Source: an optimization exercise on an open RTL-to-GDS flow (aim: small area, a short achievable clock period and few clock cycles per item). Production flows keep margins and buffers that such runs may drop.
RTL that was checked went through simulation tests only; none was proved equivalent to the original.
No functional check of the RTL was part of runs 1, 3 and 4.
Power and IR drop assume default switching activity.

$ cat design.v
module qrle (
    input  wire        clk,
    input  wire        rst,
    input  wire        in_valid,
    output wire        in_ready,
    input  wire [31:0] in_x,
    input  wire [31:0] in_delta,
    input  wire        in_last,
    output wire        out_valid,
    input  wire        out_ready,
    output wire [7:0]  out_data,
    output wire        out_last
);
    localparam ST_IDLE = 2'd0;
    localparam ST_DIV  = 2'd1;
    localparam ST_FIN  = 2'd2;
    localparam ST_SHL  = 2'd3;
    localparam EM_NONE = 2'd0;
    localparam EM_RUN  = 2'd1;
    localparam EM_LIT  = 2'd2;
    reg [1:0]  st;
    reg [24:0] rem;           
    reg [23:0] dvs;           
    reg [9:0]  k;             
    reg        go;            
    reg        xsub, dsub;    
    reg        rdy_z, rdy_q;  
    reg [4:0]  j;             
    reg        seen;          
    reg        sgn;           
    reg        lastr;         
    reg        em2;           
    reg        lastb;         
    reg        g;             
    reg        e23;           
    reg        finf;          
    reg [31:0] acc;           
    reg        zacc;          
    reg [15:0] run;           
    reg        run_p, lit_p;  
    reg        run_last, lit_last;
    reg        lit_older;     
    reg [1:0]  em;            
    reg [2:0]  nb;            
    reg        ov, ol;
    reg [7:0]  od;
    assign out_valid = ov;
    assign out_data  = od;
    assign out_last  = ol;
    assign in_ready  = rdy;
    wire        rdy    = rdy_z | rdy_q;
    wire [1:0]  ste    = go ? ST_DIV : st;      
    wire idle   = (ste == ST_IDLE);
    wire accept = in_valid & rdy;
    wire [7:0]  ex = in_x[30:23];
    wire [7:0]  ed = in_delta[30:23];
    wire        x_zero = (in_x[30:0] == 31'd0);
    wire        x_e255 = &ex;
    wire        x_man  = |in_x[22:0];
    wire        d_zero = (in_delta[30:0] == 31'd0);
    wire        d_e255 = &ed;
    wire [9:0]  k0     = {2'b00, ex} - {2'b00, ed};
    wire        in_nan = (x_e255 & x_man) | d_e255;    
    wire        in_sat = x_e255 | d_zero;
    wire [31:0] pa = {6'd0, 1'b0, rem, 1'b1};           
    wire [31:0] pb = {6'd0, 2'b11, ~dvs, 1'b1};
    wire [31:0] gg0 = pa & pb;
    wire [31:0] pp0 = pa ^ pb;
    wire [31:0] gu [0:5];
    wire [31:0] pu [0:5];
    assign gu[0] = gg0;
    assign pu[0] = pp0;
    genvar gl, gi;
    generate
        for (gl = 0; gl < 5; gl = gl + 1) begin : up
            for (gi = 0; gi < 32; gi = gi + 1) begin : nd
                if ((gi % (2 << gl)) == ((2 << gl) - 1)) begin : c
                    assign gu[gl+1][gi] = gu[gl][gi] | (pu[gl][gi] & gu[gl][gi - (1 << gl)]);
                    assign pu[gl+1][gi] = pu[gl][gi] & pu[gl][gi - (1 << gl)];
                end else begin : w
                    assign gu[gl+1][gi] = gu[gl][gi];
                    assign pu[gl+1][gi] = pu[gl][gi];
                end
            end
        end
    endgenerate
    wire [31:0] gd [0:4];
    wire [31:0] pd [0:4];
    assign gd[4] = gu[5];
    assign pd[4] = pu[5];
    generate
        for (gl = 3; gl >= 0; gl = gl - 1) begin : dn
            for (gi = 0; gi < 32; gi = gi + 1) begin : nd
                if ((gi >= (3 << gl) - 1) && ((gi - ((3 << gl) - 1)) % (2 << gl) == 0)) begin : c
                    assign gd[gl][gi] = gd[gl+1][gi] | (pd[gl+1][gi] & gd[gl+1][gi - (1 << gl)]);
                    assign pd[gl][gi] = pd[gl+1][gi] & pd[gl+1][gi - (1 << gl)];
                end else begin : w
                    assign gd[gl][gi] = gd[gl+1][gi];
                    assign pd[gl][gi] = pd[gl+1][gi];
                end
            end
        end
    endgenerate
    wire [25:0] trial = pp0[26:1] ^ gd[0][25:0];
    wire        b     = ~trial[25];
    wire [24:0] rsel  = b ? trial[24:0] : rem;
    wire [9:0] kc    = k;
    wire k_neg  = kc[9];
    wire k_ge31 = ~kc[9] & (|kc[8:5] | (&kc[4:0]));
    wire k_m1   = (kc == 10'h3FF);
    wire k_m2   = (kc == 10'h3FE);
    wire k_le_m2 = k_neg & ~k_m1;
    wire k_z    = (kc == 10'd0);
    wire j_23   = (j == 5'd23);
    wire j_24   = (j == 5'd24);
    wire knorm  = ~dvs[23] & ~k_ge31;    
    wire [31:0] satv = sgn ? 32'h80000000 : 32'h7FFFFFFF;
    wire        stk   = |rem;
    wire        rbit  = g & (stk | lastb);
    wire        rinc  = finf | rbit;
    wire        fin_f = (ste == ST_FIN) & e23 & rinc & ~finf;
    wire [31:0] acc_p1 = {acc[31:1], acc[0] | fin_f} + 32'd1;
    wire run_c1 = (run[15:7] == 9'd0) & (run[6:0] <= 7'd100);
    wire run_c2 = (run[15:8] == 8'd0);
    wire [2:0] run_cnt = run_c1 ? 3'd1 : run_c2 ? 3'd2 : 3'd3;
    wire a_s8  = (acc[31:8]  == {24{acc[31]}});       
    wire a_s16 = (acc[31:15] == {17{acc[31]}});
    wire a_s7  = (acc[31:7]  == {25{acc[31]}});       
    wire lit_c1 = a_s7 & (acc[31] ? (acc[6:0] > 7'd53) : (acc[6:0] < 7'd75));
    wire lit_c3 = a_s8 & acc[31] & (acc[7:0] != 8'd0) & ~lit_c1;    
    wire lit_c2 = a_s8 & ~acc[31] & ~lit_c1;                        
    wire lit_c4 = a_s16;
    wire [2:0] lit_cnt = lit_c1 ? 3'd1 : (lit_c2 | lit_c3) ? 3'd2 : lit_c4 ? 3'd3 : 3'd5;
    wire adv = ~ov | out_ready;
    wire em_idle   = (em == EM_NONE);
    wire start_lit = em_idle & lit_p & (lit_older | ~run_p);
    wire start_run = em_idle & run_p & ~(lit_p & lit_older);
    wire [1:0] cur_t = ~em_idle ? em : start_lit ? EM_LIT : start_run ? EM_RUN : EM_NONE;
    wire [2:0] cur_n = ~em_idle ? nb : start_lit ? lit_cnt : run_cnt;
    wire [7:0] lit_first = lit_c1 ? (acc[7:0] + 8'd180) :
                           lit_c2 ? 8'd103 : lit_c3 ? 8'd104 : lit_c4 ? 8'd105 : 8'd255;
    wire [7:0] run_first = run_c1 ? run[7:0] : run_c2 ? 8'd101 : 8'd102;
    reg        lneg;          
    reg  [7:0] byte_n;
    always @(*) begin
        if (em_idle) byte_n = start_lit ? lit_first : run_first;
        else if (em == EM_RUN) byte_n = (nb == 3'd1) ? run[7:0] : run[15:8];
        else begin
            case (nb)
                3'd1:    byte_n = lneg ? (~acc[7:0] + 8'd1) : acc[7:0];
                3'd2:    byte_n = acc[15:8];
                3'd3:    byte_n = acc[23:16];
                default: byte_n = acc[31:24];
            endcase
        end
    end
    wire load = adv & (cur_t != EM_NONE);
    wire run_done_now = load & (cur_t == EM_RUN) & (cur_n == 3'd1);
    wire stall = lit_p | (em == EM_LIT);
    wire kfix  = xsub | dsub;
    wire step  = (ste == ST_DIV) & ~stall & ~knorm & ~kfix;
    wire l1_sat  = k_ge31;
    wire l1_one  = k_m1;                          
    wire l1_zero = k_le_m2 & ~k_m2;               
    wire l1_done = l1_sat | l1_one | l1_zero;
    wire l0_zero = k_le_m2;                       
    wire s_int   = ~j_24 & ~k_neg;                
    wire s_fin1  = ~j_24 & (k_m1 | (k_le_m2 & j_23 & em2));    
    wire s_fin0  = ~j_24 & k_le_m2 & ~em2;        
    wire s_zero0 = ~j_24 & k_le_m2 & em2 & ~j_23;
    wire s_e23   = ~j_24 & k_z & j_23;            
    wire s_tofin1 = j_24 | s_e23;
    wire s_tofin0 = j_24;
    wire d_zero_ev = step & (seen ? (~b & s_zero0) : (b ? l1_zero : l0_zero));
    wire d_fin     = step & (seen ? (b ? s_fin1 : s_fin0) : (b & l1_one));
    wire d_post_run = step & (~seen & b & ~k_m2 & ~l1_zero | seen & b & s_fin1 & em2);
    wire d_post_lit = step & (seen ? (b ? s_fin1 : s_fin0) : (b & (l1_sat | l1_one)));
    wire d_tofin   = step & seen & (b ? s_tofin1 : s_tofin0);
    wire f_zero  = (ste == ST_FIN) & em2 & ~rbit;
    wire f_shl   = ~k_neg | (k_m1 & ~finf);
    wire f_post_lit = (ste == ST_FIN) & ~f_zero & ~f_shl;
    wire s_done  = (acc[31] ^ acc[30]) | k_m1;
    wire h_post_lit = (ste == ST_SHL) & s_done;
    wire post_lit = d_post_lit | f_post_lit | h_post_lit;
    wire post_run = d_post_run | ((ste == ST_FIN) & ~f_zero & em2);
    wire div_zero = d_zero_ev | f_zero;
    reg [1:0] st_n;
    always @(*) begin
        st_n = ste;
        case (ste)
            ST_IDLE: ;                          
            ST_DIV:  begin
                if (d_zero_ev | d_fin | (step & ~seen & b & l1_sat)) st_n = ST_IDLE;
                else if (d_tofin) st_n = ST_FIN;
            end
            ST_FIN:  st_n = (f_zero | f_post_lit) ? ST_IDLE : ST_SHL;
            default: if (s_done) st_n = ST_IDLE;
        endcase
    end
    wire run_post = zacc ? (lastr | (run == 16'hFFFE)) : (post_run & (run != 16'd0));
    reg  run_p_n, lit_p_n;
    reg  [1:0] em_n;
    always @(*) begin
        run_p_n = run_p;
        lit_p_n = lit_p;
        em_n    = em;
        if (adv) begin
            if (cur_t != EM_NONE) em_n = (cur_n == 3'd1) ? EM_NONE : cur_t;
            if (start_lit) lit_p_n = 1'b0;
            if (start_run) run_p_n = 1'b0;
        end
        if (run_post) run_p_n = 1'b1;
        if (post_lit) lit_p_n = 1'b1;
    end
    wire chunk_next = zacc ? (run == 16'hFFFD) : (run == 16'hFFFE);
    wire rdy_z_n = accept & x_zero & ~in_last & ~chunk_next;
    wire rdy_q_n = ~accept & (st_n == ST_IDLE) & ~run_p_n & (em_n != EM_RUN) & ~(div_zero & (lastr | chunk_next));
    wire [15:0] run_inc = run + 16'd1;
    always @(posedge clk) begin
        if (rst) begin
            st <= ST_IDLE;
            go <= 1'b0;
            rdy_z <= 1'b0; rdy_q <= 1'b0;
            run <= 16'd0;
            run_p <= 1'b0; lit_p <= 1'b0; lit_older <= 1'b0;
            em <= EM_NONE; ov <= 1'b0;
            zacc <= 1'b0;
        end else begin
            st  <= st_n;
            go  <= accept & ~x_zero;
            rdy_z <= rdy_z_n;
            rdy_q <= rdy_q_n;
            run_p <= run_p_n;
            lit_p <= lit_p_n;
            em <= em_n;
            zacc <= (accept & x_zero) | div_zero;
            if (run_post) lit_older <= zacc & lit_p & ~(start_lit & adv);
            if (adv) ov <= (cur_t != EM_NONE);
            if (adv & run_done_now) run <= 16'd0;
            else if (zacc) run <= run_inc;
        end
    end
    wire [31:0] acc_init = l1_sat ? satv : k_m1 ? {{31{sgn}}, 1'b1} : k_neg ? {32{sgn}} : {{31{sgn}}, ~sgn};
    wire [31:0] acc_b1 = ~seen ? acc_init :
                         s_fin1 ? (sgn ? acc : acc_p1) :
                         s_int  ? {acc[30:0], ~sgn} : acc;
    wire [31:0] acc_b0 = ~seen ? acc :
                         s_fin0 ? (sgn ? acc_p1 : acc) :
                         s_int  ? {acc[30:0], sgn} : acc;
    always @(posedge clk) begin
        case (ste)
            ST_IDLE: begin
                rem   <= {1'b0, |ex, in_x[22:0]};
                dvs   <= {|ed, in_delta[22:0]};
                k     <= in_nan ? -10'sd300 : in_sat ? 10'd300 : k0;
                xsub  <= ~|ex;
                dsub  <= ~|ed;
                sgn   <= in_x[31] ^ in_delta[31];
                lastr <= in_last;
                seen  <= 1'b0;
            end
            ST_DIV: begin
                if (~stall) begin
                    if (kfix) begin
                        if (xsub & ~dsub) k <= k + 10'd1;
                        if (dsub & ~xsub) k <= k - 10'd1;
                        xsub <= 1'b0;
                        dsub <= 1'b0;
                    end else if (knorm) begin
                        dvs <= {dvs[22:0], 1'b0};
                        k   <= k + 10'd1;
                    end else begin
                        rem <= {rsel[23:0], 1'b0};
                        k   <= k - 10'd1;
                        acc <= b ? acc_b1 : acc_b0;
                        if (~seen) begin
                            seen  <= b;
                            j     <= 5'd1;
                            em2   <= k_m2;
                            lastb <= 1'b1;
                            finf  <= 1'b0;
                        end else begin
                            j <= j + 5'd1;
                            if (~j_24) lastb <= b;
                            if (j_24) begin
                                g   <= b;
                                e23 <= k_m1;
                            end
                            if (s_e23 & b) begin
                                finf <= 1'b1;
                                e23  <= 1'b1;
                            end
                        end
                    end
                end
            end
            ST_FIN: begin
                acc <= (rinc ^ sgn) ? acc_p1 : {acc[31:1], acc[0] & ~fin_f};
            end
            default: begin  
                if (acc[31] ^ acc[30]) acc <= satv;
                else begin
                    acc <= {acc[30:0], 1'b0};
                    k   <= k - 10'd1;
                end
            end
        endcase
        if (run_post) run_last <= zacc & lastr;
        if (post_lit) lit_last <= lastr;
        if (adv & start_lit) lneg <= lit_c3;
        if (adv & (cur_t != EM_NONE)) begin
            od <= byte_n;
            ol <= (cur_n == 3'd1) & ((cur_t == EM_RUN) ? run_last : lit_last);
            nb <= cur_n - 3'd1;
        end
    end
endmodule
$ cat flow/run.sh
#!/bin/bash
# The standard layout (standard.sh), with plain buffers on the ports in place
# of the delay cells that buffer_ports picks by default.  The make output goes
# to flow_make.log; each ORFS step keeps its own log under orfs/logs/.
set -euo pipefail
export BUFFER_PORTS_ARGS="-buffer_cell sky130_fd_sc_hd__buf_2"
bash standard.sh > flow_make.log 2>&1
$ cat standard.sh
#!/bin/bash
# synth_recipe.tcl (not shown) runs the flow's synth.tcl, then flattens the netlist and writes it again
# the make line also repeats each setting of config.mk as NAME=value (left out here)
make -C /OpenROAD-flow-scripts/flow DESIGN_CONFIG=/design/flow/config.mk WORK_HOME=/design/flow/orfs CLKGATE_MAP_FILE= SYNTH_SCRIPT=/design/flow/synth_recipe.tcl "${@:-finish}"
$ cat config.mk
export PLATFORM = sky130hd
export DESIGN_NAME = qrle
export DESIGN_NICKNAME = qrle
export VERILOG_FILES = /design/flow/design.v
export SDC_FILE = /design/flow/constraint.sdc
export NUM_CORES = 4
export LEC_CHECK = 0
export CAP_MARGIN = 20
export CORE_MARGIN = 2
export CORE_UTILIZATION = 40
export CTS_BUF_LIST = sky130_fd_sc_hd__clkbuf_8
export SLEW_MARGIN = 20
$ cat constraint.sdc
create_clock -name core_clock -period 16.0 [get_ports {clk}]
set_input_delay 3.2000 -clock core_clock [delete_from_list [all_inputs] [get_ports {clk}]]
set_output_delay 3.2000 -clock core_clock [all_outputs]
set_load 0.01 [all_outputs]
==> run notes, run 1 <==
* Number of clock sinks at 149
* Routability congestion estimate from global placement at 0.925
* Outcome: complete, no violations
* Final WS setup at 10,750 ps
* Master cell of the clock root buffer: clkbuf_8
* Number of nets with antenna violations after detailed routing at 0
* Slew at the pin closest to its max-slew limit at 1120 ps
* I/O pin total at 80
* TritonCTS clock tree: yes
* Final total power at 1.85 mW
* Synthesized area per cell at 8.43 um2
* Peak supply drop at 0.105 mV
* Die X at 182 um
* Diode insertion count for antenna repair at 0
* Number of placement rows at 65
* Number of I/O port buffers at 79
* Path type of the worst min-delay path: reg -> reg
* Max transition margin at 0.255
* Count of nets after finishing at 1,642
* Die Ht at 182 um
* Combined global-route utilization of all metal layers at 0.232
* Post-DR wirelength/cell at 19.8 um
* RSZ-0062 raised after global routing: no
* Source-to-sink clock delay at the later pin of the worst-skew pair at 500 ps
* Dominant register cell in the synthesized netlist: edfxtp_1
* Final Cycle Share at 0.328
* Vias after detailed routing at 11,600
* Sequential-to-total area share from yosys stat at 0.332
* Reg2Reg Setup Slack at 11,070 ps
* Power Dens Cells at 137 mW/mm2
* Share of synthesized registers carrying an async set or reset at 0
* Fraction of power spent switching nets at 0.468
* Max Fclk at 190 MHz
* Wire length of the first global-routing pass at 61.1 mm
* First DRT Iteration DRCs at 1,156
* Drc violations at 0
* Area of all placed cells without fillers at 0.0136 mm2
* Initial DRT Pass Iterations at 6
* Share of power burned in the clock network at 0.156
* Net Switching at 868 uW
* Setup TNS at 0 ps
* Clock slew at the register clock pins of the worst setup and hold paths at 90 ps
* Post-Route Skew at 20.1 ps
* Count of synthesis-stage warnings from yosys at 1
* Signal arrival time at the worst endpoint at 5460 ps
* Cell type with the largest total area after synthesis: edfxtp_1
* Initial standard-cell utilization of the core at 0.403
* Routed via count divided by cell count at 6.04
* Post-cts hold buffer count at 0
* Placeable Area at 0.0313 mm2
* Half-perimeter wire length after detailed placement at 26.9 mm
* Post-CTS resize count at 0
* Max-capacitance violation count at 0
* Global route total overflow at 0
* Final design utilization at 0.433
* Final setup viols at 0
* Fraction of final layout cells with drive strength greater than 1 at 0.131
* Net count of the mapped netlist at 1,638
* Tmin final at 5250 ps
* Static Leakage at 4.96 nW
* Number of pins with negative max-slew slack in the final report at 0
* Critical path capture point type: flip-flop
* Total standard cell area after synthesis at 0.0126 mm2
* Maximum root-to-sink buffer count at 2
* Number of synthesized register bits at 149
* Startpoint-to-endpoint class of the critical path: in -> reg
* Instance area after placement at 0.0132 mm2
* Cell variety after synth at 94
* Area share of the largest cell type after synthesis at 0.288
* Worst slack, placed at 10,070 ps
* Combinational group share of total power at 0.495
* Number of global-route vias before repair at 11,200
* Required time at the endpoint of the critical path at 16,210 ps
* Count of flip-flops with a built-in enable after synthesis at 121
* Internal Power at 986 uW
* Number of endpoints with negative hold slack in the final report at 0
* Syn Inst Count at 1,499
* Worst Setup Start Kind: input pin
* Initial antenna violation count at 0
* Htree depth at 4
* Post-CTS setup buffers at 0
* Top cells by area in the synthesized netlist: edfxtp_1, ha_1, a21oi_1, dfxtp_1, nor2_1
* Synth-to-Final Area Change at 7.44%
* Die footprint at 0.0330 mm2
* Inserted Clock Buffers at 17
* Maximum number of pins on one net before global-route repair at 66
* DRT Wirelength at 38.0 mm
* Sequential fraction of design power at 0.349
* Highest fanout seen on the critical path at 7
final cells by class:
type / instances / area, um2
Sequential cell: 149 / 4190
Tap cell: 402 / 503
Inverter: 82 / 308
Multi-Input combinational cell: 1160 / 7700
Timing Repair Buffer: 93 / 500
Fill cell: 3115 / 17700
Clock inverter: 15 / 134
Clock buffer: 17 / 234
worst paths after layout:
kind | to | cells after the start | start
worst max-delay path | k[9] | 7 | in_delta[0]
worst min-delay path | lit_older | 2 | lit_older
worst max register to register | acc[30] | 17 | go
worst min register to register | lit_older | 2 | lit_older
flip-flops by register name (all words and copies together) (netlist names), 2 cells and up:
signal  cells
acc        32
k          10
rem        25
j           5
od          8
st          2
nb          3
run        16
em          2
dvs        24
power by group through the flow:
stage	registers, mW	logic, mW	clock network, mW
2_1_floorplan	0.579	0.733	0
3_3_place_gp	0.651	0.885	0
3_5_place_dp	0.653	0.898	0
4_1_cts	0.644	0.905	0.297
5_1_grt	0.661	1.02	0.309
6_report	0.647	0.918	0.290
per-layer routing:
metal  GRT usage  up-vias  part of all wire
met2       0.371      485              0.46
met1       0.310     5498              0.44
met4      0.0894        0             0.029
li1            -     5519                 -
met5           0        -                 0
met3      0.0455       80             0.074
worst max-delay path: stages:
cell,delay [ps]
buf_2,100
nor4_1,660
nand4_1,310
o31ai_1,690
o21ai_0,200
a22oi_1,180
o22ai_1,110
per-stage QoR:
stage / hold slack, ps / std cells
6_report: 488 / 1918
5_1_grt: 541 / 1918
4_1_cts: 492 / 1918
3_5_place_dp: 477 / 1886
3_3_place_gp: 468 / 1886
2_1_floorplan: 424 / 1499
cells in the mapped netlist (24+ instances only):
| cell type | instances |
|---|---|
| a21oi_1 | 122 |
| a31oi_1 | 24 |
| buf_2 | 34 |
| clkbuf_1 | 64 |
| dfxtp_1 | 28 |
| edfxtp_1 | 121 |
| ha_1 | 58 |
| inv_1 | 78 |
| mux2_2 | 31 |
| nand2_1 | 138 |
| nand3_1 | 49 |
| nand4_1 | 30 |
| nor2_1 | 149 |
| nor3_1 | 33 |
| nor4_1 | 31 |
| o21ai_0 | 84 |
| xnor2_1 | 56 |
| xor2_1 | 35 |
logic make-up after synthesis:
logic type	after synthesis	synth area share
simple gates	515	0.197
compound gates	432	0.225
xor+xnor	92	0.0644
flops	149	0.332
buf+inv	190	0.0619
fa+ha+maj	70	0.0765
mux	51	0.0435
cells in the final DEF (no fill, tap or decap), types with 15 or more instances in the layout:
master	Yosys	final
nor2_1	149	148
nand2_1	138	138
a21oi_1	122	122
edfxtp_1	121	121
o21ai_0	84	82
inv_1	78	79
buf_2	34	79
ha_1	58	57
xnor2_1	56	55
nand3_1	49	49
xor2_1	35	35
nor3_1	33	31
nor4_1	31	31
mux2_2	31	31
nand4_1	30	30
dfxtp_1	28	28
a31oi_1	24	24
mux2i_1	20	20
a21o_1	18	18
o22ai_1	18	18
a211oi_1	17	17
o221ai_1	17	17
clkbuf_8	0	17
o211ai_1	15	15
==> run 2, diff against run 1 <==
--- a/design.v
+++ b/design.v
@@ -57,11 +57,10 @@
     wire        x_zero = (in_x[30:0] == 31'd0);
     wire        x_e255 = &ex;
     wire        x_man  = |in_x[22:0];
-    wire        d_zero = (in_delta[30:0] == 31'd0);
     wire        d_e255 = &ed;
     wire [9:0]  k0     = {2'b00, ex} - {2'b00, ed};
     wire        in_nan = (x_e255 & x_man) | d_e255;    
-    wire        in_sat = x_e255 | d_zero;
+    wire        in_sat = x_e255;    
     wire [31:0] pa = {6'd0, 1'b0, rem, 1'b1};           
     wire [31:0] pb = {6'd0, 2'b11, ~dvs, 1'b1};
     wire [31:0] gg0 = pa & pb;
@@ -113,13 +112,13 @@
     wire k_z    = (kc == 10'd0);
     wire j_23   = (j == 5'd23);
     wire j_24   = (j == 5'd24);
-    wire knorm  = ~dvs[23] & ~k_ge31;    
+    wire knorm  = ~dvs[23] & ~k_ge31 & ~(k[9] & ~k[8]);    
     wire [31:0] satv = sgn ? 32'h80000000 : 32'h7FFFFFFF;
     wire        stk   = |rem;
     wire        rbit  = g & (stk | lastb);
     wire        rinc  = finf | rbit;
-    wire        fin_f = (ste == ST_FIN) & e23 & rinc & ~finf;
-    wire [31:0] acc_p1 = {acc[31:1], acc[0] | fin_f} + 32'd1;
+    wire        fin_f = (ste == ST_FIN) & e23 & rinc & ~finf;    
+    wire [31:0] acc_p1 = acc + 32'd1;
     wire run_c1 = (run[15:7] == 9'd0) & (run[6:0] <= 7'd100);
     wire run_c2 = (run[15:8] == 8'd0);
     wire [2:0] run_cnt = run_c1 ? 3'd1 : run_c2 ? 3'd2 : 3'd3;
@@ -176,13 +175,14 @@
     wire d_post_run = step & (~seen & b & ~k_m2 & ~l1_zero | seen & b & s_fin1 & em2);
     wire d_post_lit = step & (seen ? (b ? s_fin1 : s_fin0) : (b & (l1_sat | l1_one)));
     wire d_tofin   = step & seen & (b ? s_tofin1 : s_tofin0);
+    wire f_two   = fin_f & ~sgn;            
     wire f_zero  = (ste == ST_FIN) & em2 & ~rbit;
     wire f_shl   = ~k_neg | (k_m1 & ~finf);
-    wire f_post_lit = (ste == ST_FIN) & ~f_zero & ~f_shl;
+    wire f_post_lit = (ste == ST_FIN) & ~f_zero & ~f_shl & ~f_two;
     wire s_done  = (acc[31] ^ acc[30]) | k_m1;
     wire h_post_lit = (ste == ST_SHL) & s_done;
     wire post_lit = d_post_lit | f_post_lit | h_post_lit;
-    wire post_run = d_post_run | ((ste == ST_FIN) & ~f_zero & em2);
+    wire post_run = d_post_run | ((ste == ST_FIN) & ~f_zero & em2);    
     wire div_zero = d_zero_ev | f_zero;
     reg [1:0] st_n;
     always @(*) begin
@@ -193,7 +193,7 @@
                 if (d_zero_ev | d_fin | (step & ~seen & b & l1_sat)) st_n = ST_IDLE;
                 else if (d_tofin) st_n = ST_FIN;
             end
-            ST_FIN:  st_n = (f_zero | f_post_lit) ? ST_IDLE : ST_SHL;
+            ST_FIN:  st_n = (fin_f & ~sgn) ? ST_FIN : (f_zero | f_post_lit) ? ST_IDLE : ST_SHL;
             default: if (s_done) st_n = ST_IDLE;
         endcase
     end
@@ -295,7 +295,11 @@
                 end
             end
             ST_FIN: begin
-                acc <= (rinc ^ sgn) ? acc_p1 : {acc[31:1], acc[0] & ~fin_f};
+                if (f_two) begin
+                    acc[0] <= 1'b1;
+                    finf   <= 1'b1;
+                end else
+                    acc <= (rinc ^ sgn) ? acc_p1 : {acc[31:1], acc[0] & ~fin_f};
             end
             default: begin  
                 if (acc[31] ^ acc[30]) acc <= satv;
==> run notes, run 2 <==
* Global route total overflow at 0
* Syn Inst Count at 1,522
* Combinational group share of total power at 0.501
* Max transition margin at 0.368
* Post-Route Skew at 22.4 ps
* Worst Setup Start Kind: input pin
* Sequential-to-total area share from yosys stat at 0.334
* Vias after detailed routing at 11,500
* Top cells by area in the synthesized netlist: edfxtp_1, a21oi_1, ha_1, nand2_1, dfxtp_1
* Share of synthesized registers carrying an async set or reset at 0
* Worst slack, placed at 10,450 ps
* Highest fanout seen on the critical path at 3
* Count of synthesis-stage warnings from yosys at 1
* Final Cycle Share at 0.317
* Count of flip-flops with a built-in enable after synthesis at 121
* Wire length of the first global-routing pass at 57.5 mm
* Fraction of power spent switching nets at 0.462
* I/O pin total at 80
* List of most frequent post-synthesis cells: nand2_1, a21oi_1, nor2_1
* Mux cell area share after synthesis at 0.0436
* WHS at 497 ps
* Area share of the largest cell type after synthesis at 0.289
* Tmin final at 5070 ps
* Number of nets with antenna violations after detailed routing at 0
* Signal arrival time at the worst endpoint at 5400 ps
* Sequential fraction of design power at 0.346
* Max-capacitance violation count at 0
* Inserted Clock Buffers at 17
* Internal Power at 1.01 mW
* Initial standard-cell utilization of the core at 0.409
* Largest family of logic cells by synthesized area: compound AO/OA/AOI/OAI gates
* Routability congestion estimate from global placement at 0.861
* Post-cts hold buffer count at 0
* Worst reg2reg path endpoint: acc[14]
* Drc violations at 0
* Post-Synth Simple-Gate Area at 0.205
* Number of I/O port buffers at 79
* Share of power burned in the clock network at 0.153
* List of cells traversed by the critical path: buf_2, inv_1, ha_1, inv_1, fa_1, a21o_1, a21oi_1, o21bai_1, a21oi_1, nor2b_1, o21ai_0, nand2b_1, a211o_1, o211ai_1
* Number of pins with negative max-slew slack in the final report at 0
* Htree depth at 4
* RSZ-0062 raised after global routing: no
* Clock slew at the register clock pins of the worst setup and hold paths at 90 ps
* Commonest non-fill, non-tap cell in the layout: nand2_1
* Layout filler cell count at 3,114
* Initial DRT Pass Iterations at 8
* Number of endpoints with negative hold slack in the final report at 0
* Post-DR wirelength/cell at 18.3 um
* Outcome: complete, no violations
* Final total power at 1.88 mW
* Leading cell types in the layout, fill and taps excluded: nand2_1, a21oi_1, nor2_1
* Die X at 181 um
* DRT Wirelength at 35.3 mm
* Reg2Reg Launch Point: rem[13]
* TritonCTS clock tree: yes
* Hold path endpoint: lit_last
* Master cell of the clock root buffer: clkbuf_8
* CP peak stage delay at 400 ps
* Master of the slowest instance on the critical path: fa_1
* Reg2Reg Setup Slack at 11,580 ps
* Number of synthesized register bits at 149
* Registers with the highest flip-flop counts: acc x32, rem x25, dvs x24
* Total standard cell area after synthesis at 0.0126 mm2
* Synthesized-area fraction occupied by xor and xnor cells at 0.0585
* Diode insertion count for antenna repair at 0
* Placeable Area at 0.0307 mm2
* Synthesized area per cell at 8.26 um2
* Required time at the endpoint of the critical path at 16,330 ps
* Dominant register cell in the synthesized netlist: edfxtp_1
* Final WS setup at 10,930 ps
* Source-to-sink clock delay at the later pin of the worst-skew pair at 500 ps
* Post-CTS resize count at 0
* Post-CTS setup buffers at 0
* Max reg flops at 32
* Post-synthesis adder-cell area fraction at 0.0759
* Count of nets after finishing at 1,658
* Initial antenna violation count at 0
* Startpoint-to-endpoint class of the critical path: in -> reg
* Number of placement rows at 64
* Cell variety after synth at 79
* Number of clock sinks at 149
* Routed via count divided by cell count at 5.95
* Critical path capture point type: flip-flop
* Peak supply drop at 0.109 mV
* Source of the worst hold timing path: lastr
* Cell type with the largest total area after synthesis: edfxtp_1
* Power Dens Cells at 139 mW/mm2
* Number of global-route vias before repair at 10,900
* Setup TNS at 0 ps
* First DRT Iteration DRCs at 993
* Most repeated cell in the gate-level netlist after synthesis: nand2_1
* Synth-to-Final Area Change at 7.86%
* Half-perimeter wire length after detailed placement at 24.2 mm
* Maximum root-to-sink buffer count at 2
* Net Switching at 871 uW
* Most flops, register: acc
* Die footprint at 0.0329 mm2
* Max Fclk at 197 MHz
* Worst hold stages at 0
* Depth of the worst register-to-register path at 13
* Net count of the mapped netlist at 1,660
* Final setup viols at 0
* Fraction of final layout cells with drive strength greater than 1 at 0.124
* Slew at the pin closest to its max-slew limit at 944 ps
* Die Ht at 181 um
* Fraction of the mapped netlist area in compound gates at 0.222
* Combined global-route utilization of all metal layers at 0.217
* Static Leakage at 5.16 nW
* Maximum number of pins on one net before global-route repair at 64
* Path type of the worst min-delay path: reg -> reg
run 2: cells by family (layout without fill, tap and decap cells):
group,count (synthesis),after routing
AO/OA/AOI/OAI,431,431
XOR/XNOR,84,84
flip-flops,149,149
multiplexers,51,51
adder cells (fa/ha/maj),69,69
AND/OR/NAND/NOR,541,541
buffers and inverters,197,208
run 2: worst max-delay path by stage:
stage / end / slack (ps) / startpoint / cells after the start
2_1_floorplan: k[8] / 10780 / in_x[23] / 13
3_3_place_gp: k[8] / 10510 / in_x[23] / 14
3_5_place_dp: k[8] / 10450 / in_x[23] / 14
4_1_cts: k[8] / 10980 / in_x[23] / 14
5_1_grt: k[8] / 10790 / in_x[23] / 14
6_report: k[8] / 10930 / in_x[23] / 14
run 2: area by class of cell:
type,instances,area (um2),area share
Sequential cell,149,4190,0.309
Timing Repair Buffer,95,515,0.0380
Multi-Input combinational cell,1176,7680,0.566
Clock buffer,17,234,0.0173
Clock inverter,15,131,0.00969
Tap cell,396,495,0.0366
Inverter,81,307,0.0226
run 2: per-layer routing:
layer  track usage  up-vias  wire (um)
met5             0        -          0
met4        0.0699        0        669
met3        0.0345       58       2280
met2         0.349      408      16200
met1         0.298     5470      16100
li1              -     5542          -
run 2: power by group through the flow:
stage	logic [mW]	clock network [mW]	registers, mW
finish	0.944	0.289	0.652
global route	1.06	0.313	0.667
CTS	0.940	0.298	0.650
detailed placement	0.934	0	0.659
global placement	0.920	0	0.657
floorplan	0.749	0	0.582
run 2: metrics by stage:
step / utilization / cell area (um2) / instances
floorplan: - / 12600 / 1522
global placement: 0.429 / 13200 / 1897
detailed placement: 0.429 / 13200 / 1897
CTS: 0.441 / 13500 / 1929
global route: 0.441 / 13600 / 1929
finish: 0.441 / 13600 / 1929
run 2: worst max-delay path, delay by kind of cell:
kind | cells | cell delay [ps]
buf+inv | 3 | 220
compound gates | 7 | 1270
fa+ha+maj | 2 | 540
simple gates | 2 | 160
Testbench counts of run 2, summed over its fixed seeds: cycles 23,128, samples 7,072.
==> run 3, diff against run 2 <==
--- a/design.v
+++ b/design.v
@@ -22,6 +22,7 @@
     reg [24:0] rem;           
     reg [23:0] dvs;           
     reg [9:0]  k;             
+    reg [7:0]  kd;            
     reg        go;            
     reg        xsub, dsub;    
     reg        rdy_z, rdy_q;  
@@ -58,7 +59,6 @@
     wire        x_e255 = &ex;
     wire        x_man  = |in_x[22:0];
     wire        d_e255 = &ed;
-    wire [9:0]  k0     = {2'b00, ex} - {2'b00, ed};
     wire        in_nan = (x_e255 & x_man) | d_e255;    
     wire        in_sat = x_e255;    
     wire [31:0] pa = {6'd0, 1'b0, rem, 1'b1};           
@@ -103,7 +103,7 @@
     wire [25:0] trial = pp0[26:1] ^ gd[0][25:0];
     wire        b     = ~trial[25];
     wire [24:0] rsel  = b ? trial[24:0] : rem;
-    wire [9:0] kc    = k;
+    wire [9:0] kc    = k - {2'b00, kd};      
     wire k_neg  = kc[9];
     wire k_ge31 = ~kc[9] & (|kc[8:5] | (&kc[4:0]));
     wire k_m1   = (kc == 10'h3FF);
@@ -112,7 +112,7 @@
     wire k_z    = (kc == 10'd0);
     wire j_23   = (j == 5'd23);
     wire j_24   = (j == 5'd24);
-    wire knorm  = ~dvs[23] & ~k_ge31 & ~(k[9] & ~k[8]);    
+    wire knorm  = ~dvs[23] & ~k_ge31 & ~(kc[9] & ~&kc[8:6]);    
     wire [31:0] satv = sgn ? 32'h80000000 : 32'h7FFFFFFF;
     wire        stk   = |rem;
     wire        rbit  = g & (stk | lastb);
@@ -252,7 +252,8 @@
             ST_IDLE: begin
                 rem   <= {1'b0, |ex, in_x[22:0]};
                 dvs   <= {|ed, in_delta[22:0]};
-                k     <= in_nan ? -10'sd300 : in_sat ? 10'd300 : k0;
+                k     <= in_nan ? -10'sd256 : in_sat ? 10'd300 : {2'b00, ex};
+                kd    <= ed;
                 xsub  <= ~|ex;
                 dsub  <= ~|ed;
                 sgn   <= in_x[31] ^ in_delta[31];
==> run notes, run 3 <==
* Outcome: complete, no violations
* Inserted Clock Buffers at 17
* Worst reg2reg path endpoint: acc[19]
* Reg2Reg Launch Point: k[0]
* Final setup viols at 0
* Final design utilization at 0.436
* List of most frequent post-synthesis cells: a21oi_1, nor2_1, edfxtp_1
* DRT Wirelength at 37.5 mm
* Post-synthesis adder-cell area fraction at 0.0706
* Layout filler cell count at 3,242
* Fraction of final layout cells with drive strength greater than 1 at 0.121
* Count of synthesis-stage warnings from yosys at 1
* Half-perimeter wire length after detailed placement at 25.9 mm
* First DRT Iteration DRCs at 1,169
* Highest fanout seen on the critical path at 33
* Max transition margin at 0.273
* Leading cell types in the layout, fill and taps excluded: a21oi_1, nor2_1, edfxtp_1
* Synth-to-Final Area Change at 7.57%
* Commonest non-fill, non-tap cell in the layout: a21oi_1
* Die Ht at 185 um
* Post-CTS setup buffers at 0
* Number of endpoints with negative hold slack in the final report at 0
* Power Dens Cells at 188 mW/mm2
* Global route total overflow at 0
* Crit path launch: k[0]
* Path type of the worst min-delay path: reg -> reg
* Vias after detailed routing at 11,900
* Number of I/O port buffers at 79
* Die footprint at 0.0344 mm2
* Post-Synth Simple-Gate Area at 0.196
* Diode insertion count for antenna repair at 0
* Initial standard-cell utilization of the core at 0.405
* Final Cycle Share at 0.323
* Net count of the mapped netlist at 1,708
* Worst hold stages at 2
* Post-Route Skew at 16.1 ps
* Fraction of the mapped netlist area in compound gates at 0.210
* Placeable Area at 0.0325 mm2
* RSZ-0062 raised after global routing: no
* Share of synthesized registers carrying an async set or reset at 0
* Reg2Reg Setup Slack at 10,830 ps
* Maximum number of pins on one net before global-route repair at 62
* Max reg flops at 32
* Routed via count divided by cell count at 5.89
* Number of synthesized register bits at 157
* Largest family of logic cells by synthesized area: compound AO/OA/AOI/OAI gates
* Dominant register cell in the synthesized netlist: edfxtp_1
* Termination of the worst setup path: acc[19]
* Die X at 185 um
* Most flops, register: acc
* I/O pin total at 80
* Number of clock sinks at 157
* Setup TNS at 0 ps
* Tmin final at 5170 ps
* Drc violations at 0
* Number of global-route vias before repair at 11,400
* TritonCTS clock tree: yes
* Inst Count DP at 1,987
* Most repeated cell in the gate-level netlist after synthesis: a21oi_1
* Static Leakage at 5.32 nW
* Master cell of the clock root buffer: clkbuf_8
* Registers with the highest flip-flop counts: acc x32, rem x25, dvs x24
* Startpoint-to-endpoint class of the critical path: reg -> reg
* Count of nets after finishing at 1,700
* Initial antenna violation count at 0
* Syn Inst Count at 1,572
* Mux cell area share after synthesis at 0.0590
* Source-to-sink clock delay at the later pin of the worst-skew pair at 490 ps
* Htree depth at 4
* Depth of the worst register-to-register path at 15
* Number of placement rows at 66
* Synthesized area per cell at 8.37 um2
* Slew at the pin closest to its max-slew limit at 1090 ps
* Top cells by area in the synthesized netlist: edfxtp_1, a21oi_1, ha_1, nor2_1, dfxtp_1
* Final non-filler cell total at 2,019
* Peak supply drop at 0.146 mV
* Signal arrival time at the worst endpoint at 5310 ps
* Max-capacitance violation count at 0
* Clock slew at the register clock pins of the worst setup and hold paths at 100 ps
* Initial DRT Pass Iterations at 6
* Post-CTS resize count at 0
* Total standard cell area after synthesis at 0.0132 mm2
* Required time at the endpoint of the critical path at 16,140 ps
* Post-DR wirelength/cell at 18.6 um
* Cell variety after synth at 94
* Routability congestion estimate from global placement at 0.877
* Number of nets with antenna violations after detailed routing at 0
* Combined global-route utilization of all metal layers at 0.221
* Post-cts hold buffer count at 0
* Max Fclk at 193 MHz
* Sequential-to-total area share from yosys stat at 0.337
* Synthesized-area fraction occupied by xor and xnor cells at 0.0612
* Critical path capture point type: flip-flop
* Cell type with the largest total area after synthesis: edfxtp_1
* Wire length of the first global-routing pass at 60.7 mm
* Area share of the largest cell type after synthesis at 0.294
* Number of pins with negative max-slew slack in the final report at 0
* Worst Setup Start Kind: flip-flop
* Maximum root-to-sink buffer count at 2
* Count of flip-flops with a built-in enable after synthesis at 129
* Final total power at 2.66 mW
-- run 3: changes by cell type after synthesis, moves of 8 or more --
| cell | delta |
|---|---|
| clkbuf_1 | -11 |
| o211ai_1 | -12 |
| a22o_1 | -8 |
| mux2i_1 | +25 |
| inv_1 | +9 |
| edfxtp_1 | +8 |
| nor2_1 | +36 |
| nand2_1 | -60 |
| a21oi_1 | +54 |
| nor3_1 | +19 |
| a21o_1 | -11 |
-- run 3: per-stage QoR --
stage               worst slack, ps  hold slack (ps)  instance area (um2)
finish                        10830              537                14200
global route                  10470              557                14200
CTS                           10810              542                14100
detailed placement            10430              528                13700
global placement              10510              496                13700
floorplan                     10800              467                13200
-- run 3: worst min-delay path by stage --
stage | start | endpoint | slack [ps]
final | run_p | run_p | 540
after global routing | run_p | run_p | 560
after detailed placement | run_p | run_p | 530
after CTS | run_p | run_p | 540
after global placement | lit_older | lit_older | 500
after floorplan | lastr | lit_last | 470
-- run 3: worst max-delay path, stage by stage (launching register included) --
cell and delay (ps):
edfxtp_1 490, inv_1 160, ha_1 170, inv_1 50, fa_1 410, a21o_1 230
a21oi_1 180, xnor2_1 220, nand4_1 390, nor3_4 330, or2_2 880, o21a_1 240
o21ai_1 70, a311oi_2 360, a21boi_2 200, buf_4 420
-- run 3: power breakdown --
group | internal (mW) | leakage [nW] | switching, mW
registers | 0.605 | 1.49 | 0.166
logic | 0.570 | 3.60 | 0.979
clock network | 0.167 | 0.220 | 0.178
total | 1.34 | 5.32 | 1.32
-- run 3: layout make-up --
cell class / count / area (um2) / area share
flip-flops and latches: 157 / 4430 / 0.313
well taps: 442 / 553 / 0.0391
clock inverters: 13 / 176 / 0.0125
clock buffers: 19 / 262 / 0.0185
repair buffers: 93 / 498 / 0.0352
inverters: 88 / 330 / 0.0233
multi-input cells: 1207 / 7900 / 0.558
-- run 3: kinds of logic after synthesis --
family / Yosys count
AOI/OAI and AO/OA: 442
xor gates and xnor gates: 92
adders and majority gates: 67
buffers and inverters: 208
DFF: 157
muxes: 74
and+or+nand+nor: 532
-- run 3: layer usage --
layer  global-route usage  vias up  wire length (um)  share of wire
met4               0.0663        0               661          0.018
li1                     -     5692                 -              -
met1                0.304     5719             17100           0.46
met2                0.359      430             17300           0.46
met5                    0        -                 0              0
met3               0.0313       56              2380          0.064
==> run 4, diff against run 3 <==
--- a/design.v
+++ b/design.v
@@ -23,6 +23,7 @@
     reg [23:0] dvs;           
     reg [9:0]  k;             
     reg [7:0]  kd;            
+    reg        first;         
     reg        go;            
     reg        xsub, dsub;    
     reg        rdy_z, rdy_q;  
@@ -103,7 +104,7 @@
     wire [25:0] trial = pp0[26:1] ^ gd[0][25:0];
     wire        b     = ~trial[25];
     wire [24:0] rsel  = b ? trial[24:0] : rem;
-    wire [9:0] kc    = k - {2'b00, kd};      
+    wire [9:0] kc    = first ? (k - {2'b00, kd}) : k;
     wire k_neg  = kc[9];
     wire k_ge31 = ~kc[9] & (|kc[8:5] | (&kc[4:0]));
     wire k_m1   = (kc == 10'h3FF);
@@ -254,6 +255,7 @@
                 dvs   <= {|ed, in_delta[22:0]};
                 k     <= in_nan ? -10'sd256 : in_sat ? 10'd300 : {2'b00, ex};
                 kd    <= ed;
+                first <= 1'b1;
                 xsub  <= ~|ex;
                 dsub  <= ~|ed;
                 sgn   <= in_x[31] ^ in_delta[31];
@@ -268,11 +270,13 @@
                         xsub <= 1'b0;
                         dsub <= 1'b0;
                     end else if (knorm) begin
-                        dvs <= {dvs[22:0], 1'b0};
-                        k   <= k + 10'd1;
+                        dvs   <= {dvs[22:0], 1'b0};
+                        k     <= kc + 10'd1;
+                        first <= 1'b0;
                     end else begin
-                        rem <= {rsel[23:0], 1'b0};
-                        k   <= k - 10'd1;
+                        rem   <= {rsel[23:0], 1'b0};
+                        k     <= kc - 10'd1;
+                        first <= 1'b0;
                         acc <= b ? acc_b1 : acc_b0;
                         if (~seen) begin
                             seen  <= b;
==> run notes, run 4 <==
* Outcome: complete, no violations
* Tmin final at 5450 ps
* Initial antenna violation count at 0
* Synth-to-Final Area Change at 7.86%
* DRT Wirelength at 37.9 mm
* Most used routing layer: met2
* Combined global-route utilization of all metal layers at 0.222
* Most flops, register: acc
* Htree depth at 4
* Cell variety after synth at 79
* Wire length of the first global-routing pass at 60.7 mm
* Source-to-sink clock delay at the later pin of the worst-skew pair at 510 ps
* Number of pins with negative max-slew slack in the final report at 0
* Diode insertion count for antenna repair at 0
* Startpoint-to-endpoint class of the critical path: reg -> reg
* Power Dens Cells at 195 mW/mm2
* Number of clock sinks at 158
* RSZ-0062 raised after global routing: no
* Fraction of final layout cells with drive strength greater than 1 at 0.111
* Inserted Clock Buffers at 17
* Max-capacitance violation count at 0
* Maximum root-to-sink buffer count at 2
* Static Leakage at 5.49 nW
* Commonest non-fill, non-tap cell in the layout: nand2_1
* Initial standard-cell utilization of the core at 0.407
* Met2 track demand over resource in global routing at 0.367
* Worst Setup Start Kind: flip-flop
* Reg2Reg Launch Point: k[2]
* CP peak stage delay at 580 ps
* Die X at 186 um
* Slew at the pin closest to its max-slew limit at 1050 ps
* Worst hold stages at 0
* Number of global-route vias before repair at 11,400
* Max transition margin at 0.298
* Leading cell types in the layout, fill and taps excluded: nand2_1, nor2_1, edfxtp_1
* TritonCTS clock tree: yes
* Synthesized area per cell at 8.39 um2
* Max reg flops at 32
* Post-CTS setup buffers at 0
* Number of endpoints with negative hold slack in the final report at 0
* Half-perimeter wire length after detailed placement at 27.0 mm
* Master of the slowest instance on the critical path: edfxtp_1
* Met1 Usage GRT at 0.298
* Total standard cell area after synthesis at 0.0133 mm2
* Critical path capture point type: flip-flop
* Number of I/O port buffers at 79
* GR met3 Demand/Resource at 0.0331
* Final Cycle Share at 0.340
* Syn Inst Count at 1,584
* List of most frequent post-synthesis cells: nand2_1, nor2_1, edfxtp_1
* Count of flip-flops with a built-in enable after synthesis at 130
* List of cells traversed by the critical path: ha_1, o211a_1, o31a_1, mux2_2, or2_2, or4_4, nor3_1, o21ai_1, ha_1, a21boi_0, o21a_1, o21a_1, o31a_1, o31a_1, nor3_1, xnor2_1, o31a_1, a21oi_1
* Layout filler cell count at 3,228
* Max Fclk at 184 MHz
* Required time at the endpoint of the critical path at 16,240 ps
* Drc violations at 0
* Highest fanout seen on the critical path at 11
* Count of synthesis-stage warnings from yosys at 1
* Final total power at 2.79 mW
* Global route total overflow at 0
* Count of nets after finishing at 1,730
* Number of placement rows at 66
* Net count of the mapped netlist at 1,728
* Share of synthesized registers carrying an async set or reset at 0
* Post-CTS resize count at 0
* Master cell of the clock root buffer: clkbuf_8
* Path type of the worst min-delay path: reg -> reg
* Routed via count divided by cell count at 5.87
* Vias after detailed routing at 12,000
* Initial DRT Pass Iterations at 8
* Cell occurring most often along the worst timing path: o31a_1
* Peak supply drop at 0.101 mV
* Depth of the worst register-to-register path at 18
* Die Ht at 186 um
* Final setup viols at 0
* Most repeated cell in the gate-level netlist after synthesis: nand2_1
* Source of the worst hold timing path: lastr
* Area share of the largest cell type after synthesis at 0.294
* Setup TNS at 0 ps
* Post-DR wirelength/cell at 18.5 um
* Placeable Area at 0.0326 mm2
* Number of nets with antenna violations after detailed routing at 0
* Signal arrival time at the worst endpoint at 5690 ps
* Clock slew at the register clock pins of the worst setup and hold paths at 110 ps
* Routability congestion estimate from global placement at 0.894
* I/O pin total at 80
* Crit path launch: k[2]
* Post-cts hold buffer count at 0
* First DRT Iteration DRCs at 1,025
* Number of synthesized register bits at 158
* Registers with the highest flip-flop counts: acc x32, rem x25, dvs x24
* Maximum number of pins on one net before global-route repair at 80
* Top cells by area in the synthesized netlist: edfxtp_1, ha_1, nand2_1, nor2_1, a21oi_1
* Dominant register cell in the synthesized netlist: edfxtp_1
* Cell type with the largest total area after synthesis: edfxtp_1
* Post-Route Skew at 14.5 ps
* Die footprint at 0.0347 mm2
* Sequential-to-total area share from yosys stat at 0.336
[run 4: final timing paths]
path              endpoint  slack [ps]
setup / recovery      k[9]       10550
hold / removal    lit_last         510
setup reg to reg      k[9]       10550
hold reg to reg   lit_last         510
[run 4: cell families (layout without fill, tap and decap cells)]
group                    after synthesis  after routing  synth area share
AND/OR/NAND/NOR                      570            570             0.207
AO/OA/AOI/OAI                        435            435             0.217
buffers and inverters                200            215            0.0581
flip-flops                           158            158             0.336
XOR/XNOR                              96             96            0.0639
adder cells (fa/ha/maj)               75             75            0.0780
multiplexers                          50             50            0.0401
[run 4: area by class of cell]
cell class	count	area, um2	area share
Multi-Input combinational cell	1226	8090	0.564
Tap cell	442	553	0.0386
Clock buffer	17	234	0.0163
Clock inverter	15	151	0.0106
Sequential cell	158	4460	0.312
Timing Repair Buffer	93	500	0.0349
Inverter	90	338	0.0236
[run 4: power by group]
group	switching [mW]	leakage, nW	internal [mW]
Sequential	0.181	1.51	0.624
Combinational	1.02	3.79	0.656
Clock	0.184	0.190	0.127
Total	1.38	5.49	1.41
[run 4: per-layer routing]
layer / up-vias / share of wire
met3: 54 / 0.051
met1: 5724 / 0.45
met2: 381 / 0.47
li1: 5820 / -
met5: - / 0
met4: 0 / 0.024
[run 4: per-stage QoR]
stage / std cells / cell area, um2 / utilization / hold WS [ps] / worst slack, ps
2_1_floorplan: 1584 / 13300 / - / 460 / 10850
3_3_place_gp: 2009 / 13900 / 0.427 / 482 / 10700
3_5_place_dp: 2009 / 13900 / 0.428 / 494 / 10610
4_1_cts: 2041 / 14300 / 0.439 / 520 / 10600
5_1_grt: 2041 / 14300 / 0.439 / 545 / 10170
6_report: 2041 / 14300 / 0.439 / 513 / 10550
[run 4: critical path: cells and delay by family, from the launching register on]
kind | cells | cell delay (ps)
xor+xnor | 1 | 160
compound gates | 10 | 2000
flops | 1 | 580
mux | 1 | 370
simple gates | 4 | 1230
fa+ha+maj | 2 | 840

## what the ideal ports hide
In the flow no input, the clock included, has a driving cell. The finished layouts below were timed again as built, in two steps.
Step 1: set_driving_cell puts a clkbuf_16 on clk and a buf_2 on each other input, an assumption about the parent block.
Step 2, shift: input delay + t, output delay - t, t = (earliest + latest rising clock arrival at the registers) / 2. This alone moves slack from input paths to output paths.
Slacks: no drivers / after step 1 / after step 2; pairs: no drivers / after step 1.
run | t (ns) | setup WS [ns] | clock arrival spread, ns | worst data-port slew with drivers (ns) | cell pins on the clock port's net
run 1 | 0.534 | 10.751 / 10.782 / 10.248 | 0.020 / 0.020 | 0.04 | 1
run 2 | 0.534 | 10.931 / 10.959 / 10.425 | 0.023 / 0.022 | 0.04 | 1
run 3 | 0.529 | 10.832 / 10.832 / 10.511 | 0.016 / 0.016 | 0.06 | 1
run 4 | 0.550 | 10.554 / 10.554 / 10.554 | 0.015 / 0.014 | 0.05 | 1
After both steps every run listed still meets setup and hold. The setup slack of run 2, which loses most, moves by +0.028 ns with the drivers and by -0.506 ns with both steps.
